From an optimization exercise on the open Yosys and OpenROAD flow, aimed at small area, a short achievable clock period and few clock cycles; shortcuts taken in it are not production practice. Only the layout flow was run in this run; the RTL was not checked for function there. Power is estimated from default activity; no workload was simulated.

## design.v

```verilog
module rpy_core (
    input  wire        clk,
    input  wire        rst,
    output wire [31:0] imem_addr,
    input  wire [31:0] imem_rdata,
    output wire [31:0] dmem_addr,
    output wire [3:0]  dmem_wstrb,
    output wire [31:0] dmem_wdata,
    input  wire [31:0] dmem_rdata,
    output wire        done,
    output wire        fault,
    output wire [2:0]  fault_cause,
    output wire [31:0] fault_pc,
    output wire [31:0] fault_info,
    input  wire [4:0]  dbg_raddr,
    output wire [31:0] dbg_rdata
);
    localparam [6:0] OP_ALU  = 7'b0110011,
                     OP_ALUI = 7'b0010011,
                     OP_LOAD = 7'b0000011,
                     OP_STOR = 7'b0100011,
                     OP_BR   = 7'b1100011;
    reg        done_r, fault_r;
    wire       run = !done_r && !fault_r;
    reg [1:0]  f_code;             
    reg [31:0] f_info;
    reg [31:0] regs [1:31];
    reg [31:0] fpc;                
    reg        dv;                 
    wire [31:0] ir  = imem_rdata;
    wire [6:0]  op  = ir[6:0];
    wire [2:0]  f3  = ir[14:12];
    wire [6:0]  f7  = ir[31:25];
    wire [4:0]  rd  = ir[11:7];
    wire [4:0]  rs1 = ir[19:15];
    wire [4:0]  rs2 = ir[24:20];
    wire [31:0] imm_i = {{20{ir[31]}}, ir[31:20]};
    wire [11:0] imm_s = {ir[31:25], ir[11:7]};
    wire [31:0] imm_b = {{19{ir[31]}}, ir[31], ir[7], ir[30:25], ir[11:8], 1'b0};
    wire d_r   = (op == OP_ALU) &&
                 ((f7 == 7'b0000000) ||
                  (f7 == 7'b0100000 && (f3 == 3'b000 || f3 == 3'b101)));
    wire d_i   = (op == OP_ALUI) &&
                 ((f3 != 3'b001 && f3 != 3'b101) ||
                  (f3 == 3'b001 && f7 == 7'b0000000) ||
                  (f3 == 3'b101 && (f7 == 7'b0000000 || f7 == 7'b0100000)));
    wire d_ld  = (op == OP_LOAD) &&
                 (f3 == 3'b000 || f3 == 3'b001 || f3 == 3'b010 ||
                  f3 == 3'b100 || f3 == 3'b101);
    wire d_st  = (op == OP_STOR) && (f3 == 3'b000 || f3 == 3'b001 || f3 == 3'b010);
    wire d_br  = (op == OP_BR) && (f3 != 3'b010 && f3 != 3'b011);
    wire d_zero = (ir == 32'd0);
    wire d_ill  = !(d_r || d_i || d_ld || d_st || d_br || d_zero);
    wire [4:0]  ra  = run ? rs1 : dbg_raddr;
    wire [31:0] rfa = (ra  == 5'd0) ? 32'd0 : regs[ra];
    wire [31:0] rfb = (rs2 == 5'd0) ? 32'd0 : regs[rs2];
    assign dbg_rdata = rfa;
    reg        ev;
    reg [31:0] e_pc, e_a, e_b;
    reg [11:0] e_imm;
    reg [2:0]  e_f3;
    reg [4:0]  e_rd;
    reg        e_wr;               
    reg        e_ld, e_st, e_br, e_ill, e_zero;
    reg        e_sub, e_sra;
    reg        w_we;
    reg [4:0]  w_rd;
    reg [31:0] w_res;
    reg        w_ld;
    reg [2:0]  w_f3;
    reg [1:0]  w_off;
    wire [32:0] addsub = {1'b0, e_a} + {1'b0, e_b ^ {32{e_sub}}} + {32'd0, e_sub};
    wire [31:0] sum = addsub[31:0];
    wire ltu = !addsub[32];
    wire lts = (e_a[31] ^ e_b[31]) ? e_a[31] : sum[31];
    wire eq  = (e_a == e_b);
    function [31:0] rev32(input [31:0] x);
        integer k;
        for (k = 0; k < 32; k = k + 1) rev32[k] = x[31 - k];
    endfunction
    wire        sh_left = (e_f3 == 3'b001);
    wire [31:0] sh_in   = sh_left ? rev32(e_a) : e_a;
    wire [32:0] sh_ext  = {e_sra & e_a[31], sh_in};
    wire [32:0] sh_out  = $signed(sh_ext) >>> e_b[4:0];
    reg [31:0] alu_y;
    always @* begin
        case (e_f3)
            3'b000:  alu_y = sum;
            3'b001:  alu_y = rev32(sh_out[31:0]);
            3'b010:  alu_y = {31'd0, lts};
            3'b011:  alu_y = {31'd0, ltu};
            3'b100:  alu_y = e_a ^ e_b;
            3'b101:  alu_y = sh_out[31:0];
            3'b110:  alu_y = e_a | e_b;
            default: alu_y = e_a & e_b;
        endcase
    end
    wire taken = e_f3[2] ? ((e_f3[1] ? ltu : lts) ^ e_f3[0]) : (eq ^ e_f3[0]);
    wire [31:0] ea = e_a + {{20{e_imm[11]}}, e_imm};
    wire misaligned = (e_f3[1:0] == 2'b01 && ea[0]) ||
                      (e_f3[1:0] == 2'b10 && ea[1:0] != 2'b00);
    reg [3:0] st_strb;
    always @* begin
        case (e_f3[1:0])
            2'b00:   st_strb = 4'b0001 << ea[1:0];
            2'b01:   st_strb = ea[1] ? 4'b1100 : 4'b0011;
            default: st_strb = 4'b1111;
        endcase
    end
    wire ex        = run && ev;
    wire x_done    = ex && e_zero;
    wire x_ill     = ex && e_ill;
    wire x_mis     = ex && (e_ld || e_st) && misaligned;
    wire x_fmis    = ex && e_br && taken && (fpc[1:0] != 2'b00);
    wire x_fault   = x_ill || x_mis || x_fmis;
    wire x_halt    = x_done || x_fault;
    wire x_redir   = ex && e_br && !taken;
    wire x_store   = ex && e_st && !misaligned;
    assign dmem_addr  = ea;
    assign dmem_wstrb = x_store ? st_strb : 4'b0000;
    assign dmem_wdata = e_f3[1] ? e_b : e_f3[0] ? {2{e_b[15:0]}} : {4{e_b[7:0]}};
    wire [31:0] ld_word = dmem_rdata >> {w_off, 3'b000};
    reg  [31:0] ld_value;
    always @* begin
        case (w_f3)
            3'b000:  ld_value = {{24{ld_word[7]}},  ld_word[7:0]};
            3'b001:  ld_value = {{16{ld_word[15]}}, ld_word[15:0]};
            3'b100:  ld_value = {24'd0, ld_word[7:0]};
            3'b101:  ld_value = {16'd0, ld_word[15:0]};
            default: ld_value = ld_word;
        endcase
    end
    wire [31:0] wdata = w_ld ? ld_value : w_res;
    wire stall = ev && e_ld && (e_rd != 5'd0) && (rs1 == e_rd || rs2 == e_rd);
    wire d_go  = run && dv && !x_halt && !x_redir && !stall;
    wire [31:0] opa = (ev && e_wr && rs1 == e_rd) ? alu_y :
                      (w_we && rs1 == w_rd)       ? wdata : rfa;
    wire [31:0] opb = (ev && e_wr && rs2 == e_rd) ? alu_y :
                      (w_we && rs2 == w_rd)       ? wdata : rfb;
    wire        predict = dv && (op == OP_BR);
    reg  [31:0] next_pc;
    always @* begin
        if (x_redir)
            next_pc = e_pc + 32'd4;
        else if (dv && stall)
            next_pc = fpc;
        else if (predict)
            next_pc = fpc + imm_b;
        else
            next_pc = fpc + 32'd4;
    end
    assign imem_addr = next_pc;
    integer i;
    always @(posedge clk) begin
        if (rst) begin
            done_r  <= 1'b0;
            fault_r <= 1'b0;
            fpc     <= 32'hFFFF_FFFC;
            dv      <= 1'b0;
            ev      <= 1'b0;
            w_we    <= 1'b0;
            for (i = 1; i < 32; i = i + 1)
                regs[i] <= 32'd0;
        end else begin
            if (w_we)
                regs[w_rd] <= wdata;
            if (run) begin
                fpc <= next_pc;
                dv  <= 1'b1;
                w_we  <= ex && !x_halt && ((e_wr) || (e_ld && e_rd != 5'd0));
                w_rd  <= e_rd;
                w_res <= alu_y;
                w_ld  <= e_ld;
                w_f3  <= e_f3;
                w_off <= ea[1:0];
                ev <= d_go;
                if (d_go) begin
                    e_pc   <= fpc;
                    e_a    <= opa;
                    e_b    <= (d_r || d_st || d_br) ? opb : imm_i;
                    e_imm  <= d_st ? imm_s : ir[31:20];
                    e_f3   <= f3;
                    e_rd   <= rd;
                    e_wr   <= (d_r || d_i) && (rd != 5'd0);
                    e_ld   <= d_ld;
                    e_st   <= d_st;
                    e_br   <= d_br;
                    e_ill  <= d_ill;
                    e_zero <= d_zero;
                    e_sub  <= (d_r && f3 == 3'b000 && f7[5]) ||
                              ((d_r || d_i) && (f3 == 3'b010 || f3 == 3'b011)) ||
                              d_br;
                    e_sra  <= f3 == 3'b101 && f7[5];
                end
                if (x_ill) begin
                    f_code <= 2'd1;
                end else if (x_mis) begin
                    f_code <= e_ld ? 2'd2 : 2'd3;
                    f_info <= ea;
                end else if (x_fmis) begin
                    f_code <= 2'd0;
                    f_info <= fpc;
                    e_pc   <= fpc;
                end else begin
                    f_info <= ir;
                end
                if (x_done)  done_r  <= 1'b1;
                if (x_fault) fault_r <= 1'b1;
            end else begin
                w_we <= 1'b0;
            end
        end
    end
    assign done        = done_r;
    assign fault       = fault_r;
    assign fault_cause = {f_code, 1'b0};
    assign fault_pc    = e_pc;
    assign fault_info  = f_info;
endmodule
```

## run.sh

```bash
#!/bin/bash
# synth_recipe.tcl (not shown) runs the flow's synth.tcl, then flattens the netlist and writes it again
# the make line also repeats each setting of config.mk as NAME=value (left out here)
make -C /OpenROAD-flow-scripts/flow DESIGN_CONFIG=/design/flow/config.mk WORK_HOME=/design/flow/orfs CLKGATE_MAP_FILE= SYNTH_SCRIPT=/design/flow/synth_recipe.tcl finish
```

## config.mk

```make
export PLATFORM = sky130hd
export DESIGN_NAME = rpy_core
export DESIGN_NICKNAME = rpy_core
export VERILOG_FILES = /design/flow/design.v
export SDC_FILE = /design/flow/constraint.sdc
export NUM_CORES = 4
export LEC_CHECK = 0
export CAP_MARGIN = 20
export CORE_MARGIN = 2
export CORE_UTILIZATION = 20
export GPL_ROUTABILITY_DRIVEN = 1
export PLACE_DENSITY = 0.3
export SLEW_MARGIN = 20
```

## constraint.sdc

```tcl
create_clock -name core_clock -period 12.0 [get_ports {clk}]
set_input_delay 2.4000 -clock core_clock [delete_from_list [all_inputs] [get_ports {clk}]]
set_output_delay 2.4000 -clock core_clock [all_outputs]
set_load 0.01 [all_outputs]
```

==> run summary <==
Outcome
The flow ran to the end and the layout has no timing, DRC or antenna violations.

Logic synthesis
The mapped cell area is 77500 um2. Synthesis handed over a netlist of about 7600 instances. The total nets after synthesis is 7802. The register bit total from synthesis is 1262. Each instance of the synthesized netlist takes up on average approximately 10 um2. Of the synthesized area, sequential elements account for 48.4%. For this run, the number of Yosys warnings is 1.

The count of flip-flops with a built-in enable after synthesis is 1225. The async set-or-reset flop fraction in the synthesized netlist is 0%. The number of distinct library cell variants in the gate-level netlist after synthesis is about 110. The prevailing post-synth register cell is sky130_fd_sc_hd__edfxtp_1.

Clock tree
The number of hold buffers added after cts is 0. TritonCTS built the clock tree. The longest clock path from root to sink contains 4 buffers. The total number of clock tree sinks is 1262.

The count of buffers added by post-CTS timing repair for setup is 0. The CTS buffer count is 169. The clock latency on the worst-skew pair is 890 ps. After clock tree synthesis, the clock-pin slew on the worst setup and hold paths is 50 ps.

The clock tree root driver cell is sky130_fd_sc_hd__clkbuf_16. The number of instances resized during post-cts repair is 0. The H-tree generated during clock tree synthesis spans 4 levels.

Floorplan
For this design the top-level I/O count stands at approximately 270. The floorplan step defined a die boundary enclosing a little under 400000 um2. The die is 627 um tall. The initial utilization of the core area, before any placement, comes to 20.1%.

The area of the core region is 386000 um2. The horizontal extent of the die is 627 um. The floorplan has 228 rows.

Finish
The relative area change from synthesis to final layout is 18.9%. The post-layout utilization of the core is 23.9%. The number of nets at the end of the flow is 7847. The fraction of final layout cells with drive strength greater than 1 is 14.5%. The final-layout fill cell count is 40976.

Worst setup path
The critical-path maximum fanout is 5. The critical path required time is ~9600 ps. The most critical setup path has its startpoint at imem_rdata[8]. For flop-to-flop paths, the worst setup slack is between 5000 and 6000 ps. The depth of the worst register-to-register path is 14. STA classifies the critical path startpoint as a primary input. The class of the most critical setup path is primary input to output pin. The type of destination of the critical path is an output pin. The worst setup path endpoint is imem_addr[31]. The data arrival at the endpoint of the critical path is 7220 ps.

In this run the critical register-to-register path is launched from e_sub$_DFFE_PP_. The endpoint of the worst-slack reg-to-reg timing path is e_a[15]$_DFFE_PP_.

GRT
The number of antenna violations at the first check in global routing is 41. The remaining global-route overflow is 0. The number of global-route vias before repair is 63157. Entering global routing, the biggest net connects 102 pins. The first global-routing pass estimated roughly 580000 um of wire. The total track usage is 21.2%.

Timing
The number of hold violations in the final report came to 0. Of the available clock period, the critical path in the final layout requires 80.2%. The maximum clock skew at final layout is 82.4 ps. The setup TNS is 0 ps.

After layout, the minimum clock period comes to slightly below 10000 ps. At the pin with the least slew margin, the transition time is 1320 ps. Setup violations remaining at the end of the flow were counted as 0.

Setup repair after global routing left no endpoint under its margin. For this run, the top clock speed supported by timing is 104 MHz. The relative max-transition margin is 9.45%.

The max-slew violation count is 0.

Pwr
Sequential cells burn a little over a quarter of the power. The analysis attributes to net switching a power of around 0.011 W. In this run, the clock network consumes between 20% and 30% of the power.

The cell leakage power is between 30 and 40 nW. The switching power share of the total is 47.2%. The power density normalized to cell area is 244 nW/um2. Combinational cells account for 51.3% of the total power. The internal power consumption is 0.0119 W. The worst vdd rail ir drop is 124 uV.

Min path
The path type of the worst min-delay path is register to register. The worst hold path was traced through 2 stages.

Detailed routing
The routed wire length is between 400000 and 500000 um. In the routed layout, each cell is associated on average with a via count of between 5 and 6. The detailed-route wire length per cell is 33.1 um. The total DRC errors in the routed layout is 0. The remaining number of nets flagged by the antenna check after routing is 0. After the first detailed-routing iteration, the DRC count stood at 7117.

The first-pass iteration count of the detailed router is 6. For this block, the via count after detailed routing is 64920.

Place
The number of input and output port buffers inserted is 270. The detailed placer's ending HPWL is 277000 um. The global placer's final weighted congestion is approximately 0.88.

Run
Across the run, the number of max-cap violations was 0.
[area by class of cell]
type	instances	area, um2	share of cell area, %
Timing Repair Buffer	561	5030	5.46
Clock buffer	215	4560	4.94
Antenna cell	5	12.5	0.0136
Multi-Input combinational cell	5470	37500	40.6
Tap cell	5175	6470	7.02
Clock inverter	84	583	0.632
Sequential cell	1262	37500	40.7
Inverter	148	559	0.607
[cells in the mapped netlist, types with 70 or more instances]
cell type | count | area share, %
sky130_fd_sc_hd__mux4_2 | 377 | 11
sky130_fd_sc_hd__nand2_1 | 1316 | 6.4
sky130_fd_sc_hd__ha_1 | 161 | 2.6
sky130_fd_sc_hd__clkbuf_1 | 509 | 2.5
sky130_fd_sc_hd__a311oi_1 | 132 | 1.5
sky130_fd_sc_hd__inv_1 | 142 | 0.69
sky130_fd_sc_hd__nand3_1 | 554 | 3.6
sky130_fd_sc_hd__mux2i_1 | 190 | 2.5
sky130_fd_sc_hd__nor2_1 | 1200 | 5.8
sky130_fd_sc_hd__buf_2 | 83 | 0.54
sky130_fd_sc_hd__o21ai_0 | 192 | 1.2
sky130_fd_sc_hd__a21oi_1 | 280 | 1.8
sky130_fd_sc_hd__xor2_1 | 92 | 1.0
sky130_fd_sc_hd__o22ai_1 | 70 | 0.56
sky130_fd_sc_hd__xnor2_1 | 70 | 0.79
sky130_fd_sc_hd__and3_1 | 102 | 0.82
sky130_fd_sc_hd__edfxtp_1 | 1225 | 47
[power by group through the flow]
stage	Sequential [W]	Combinational, W	Clock [W]
2_1_floorplan	0.00583	0.00594	0
3_5_place_dp	0.00603	0.0115	0
4_1_cts	0.00595	0.0116	0.00511
5_1_grt	0.00599	0.0122	0.00525
3_3_place_gp	0.00603	0.0116	0
6_report	0.00594	0.0115	0.00499
[kinds of logic (layout without fill, tap and decap cells)]
kind of cell,Yosys count,count (layout),share of synthesized area [%]
xor gates and xnor gates,162,162,1.83
buffers and inverters,835,1008,4.36
and+or+nand+nor,3380,3380,18.3
AOI/OAI and AO/OA,1139,1139,10.0
muxes,624,624,14.4
other,1,6,0.00484
DFF,1262,1262,48.4
adders and majority gates,164,164,2.68
[worst min-delay path by stage]
stage                     slack (ps)           startpoint             endpoint
after floorplan                  450    e_f3[0]$_DFFE_PP_    w_f3[0]$_DFFE_PP_
after global placement           530  done_r$_SDFFE_PP0P_  done_r$_SDFFE_PP0P_
after detailed placement         540  done_r$_SDFFE_PP0P_  done_r$_SDFFE_PP0P_
after CTS                        550  done_r$_SDFFE_PP0P_  done_r$_SDFFE_PP0P_
after global routing             590  done_r$_SDFFE_PP0P_  done_r$_SDFFE_PP0P_
final                            560  done_r$_SDFFE_PP0P_  done_r$_SDFFE_PP0P_
[layout by cell type, fill, tap and decap left out, drive strengths merged, types with 17 or more instances in the layout]
master / instances
o21ai: 240
o21a: 17
mux4: 377
mux2: 55
nor4: 25
buf: 298
dfxtp: 37
nor2: 1201
and3: 102
nand2: 1316
a221o: 19
nand4: 26
nand3: 554
nor3: 45
and2: 26
clkdlybuf4s50: 263
clkinv: 71
a21oi: 284
a311o: 63
a311oi: 132
a31oi: 28
clkbuf: 215
o211ai: 27
xor2: 92
a211oi: 42
nor2b: 24
o22ai: 70
ha: 161
xnor2: 70
edfxtp: 1225
mux2i: 192
a22oi: 20
a21o: 52
inv: 148
[per-layer routing]
layer	global-route usage, %	wire [um]	vias to the layer above
li1	-	-	27825
met1	29.9	194000	33959
met2	33.7	194000	2676
met3	2.93	26500	454
met4	6.07	13400	6
met5	0	39	-
[critical path, cell delays in order]
cell and delay [ps]:
sky130_fd_sc_hd__clkdlybuf4s50_1 570, sky130_fd_sc_hd__ha_1 250, sky130_fd_sc_hd__inv_1 70, sky130_fd_sc_hd__fa_1 380, sky130_fd_sc_hd__nor2b_1 230, sky130_fd_sc_hd__o21ai_0 150, sky130_fd_sc_hd__o21ai_0 460, sky130_fd_sc_hd__o2111ai_1 280
sky130_fd_sc_hd__a211oi_1 460, sky130_fd_sc_hd__o41ai_1 200, sky130_fd_sc_hd__o211a_1 240, sky130_fd_sc_hd__a211oi_1 370, sky130_fd_sc_hd__mux2_2 400, sky130_fd_sc_hd__nor2_1 190, sky130_fd_sc_hd__clkdlybuf4s50_1 570
[per-stage QoR]
step | setup WS, ps | hold slack (ps) | instances | total power, W | cell area, um2
2_1_floorplan | 4370 | 451 | 7567 | 0.0118 | 77500
3_5_place_dp | 2390 | 538 | 12616 | 0.0176 | 87000
5_1_grt | 2030 | 593 | 12916 | 0.0234 | 92200
3_3_place_gp | 2170 | 527 | 12615 | 0.0176 | 87000
6_report | 2380 | 557 | 12920 | 0.0225 | 92200
4_1_cts | 2350 | 551 | 12915 | 0.0226 | 92200
[state kept, by name, summed over array words and instances (netlist names), 2 cells and up]
register / cells
e_a: 32
e_b: 32
e_f3: 3
e_imm: 12
e_pc: 32
e_rd: 5
f_code: 2
f_info: 32
fpc: 32
regs: 1024
w_f3: 3
w_off: 2
w_rd: 5
w_res: 32

## what the ideal ports hide
No port has a modelled driver above. Below, the same layout with a new extraction and two added sets of constraints.
Step 1 (the two cells are an assumption about what drives the block):
set clk [get_ports {clk}]
set_driving_cell -lib_cell sky130_fd_sc_hd__clkbuf_16 $clk
set_driving_cell -lib_cell sky130_fd_sc_hd__buf_2 [delete_from_list [all_inputs] $clk]
Step 2 times the ports against the registers' clock, not the clock port: input delays grow and output delays shrink by t, the midpoint of the rising clock arrivals with the driver on.
a / b / c = ideal / step 1 / step 2; a / b = the first two.
t (ns): 0.954
slack for setup (ns): 2.381 / 2.295 / 2.295
pins driven straight from the clock port: 1
After both steps this run still meets setup and hold. The setup slack of this run moves by -0.086 ns with the drivers and by -0.086 ns with both steps.
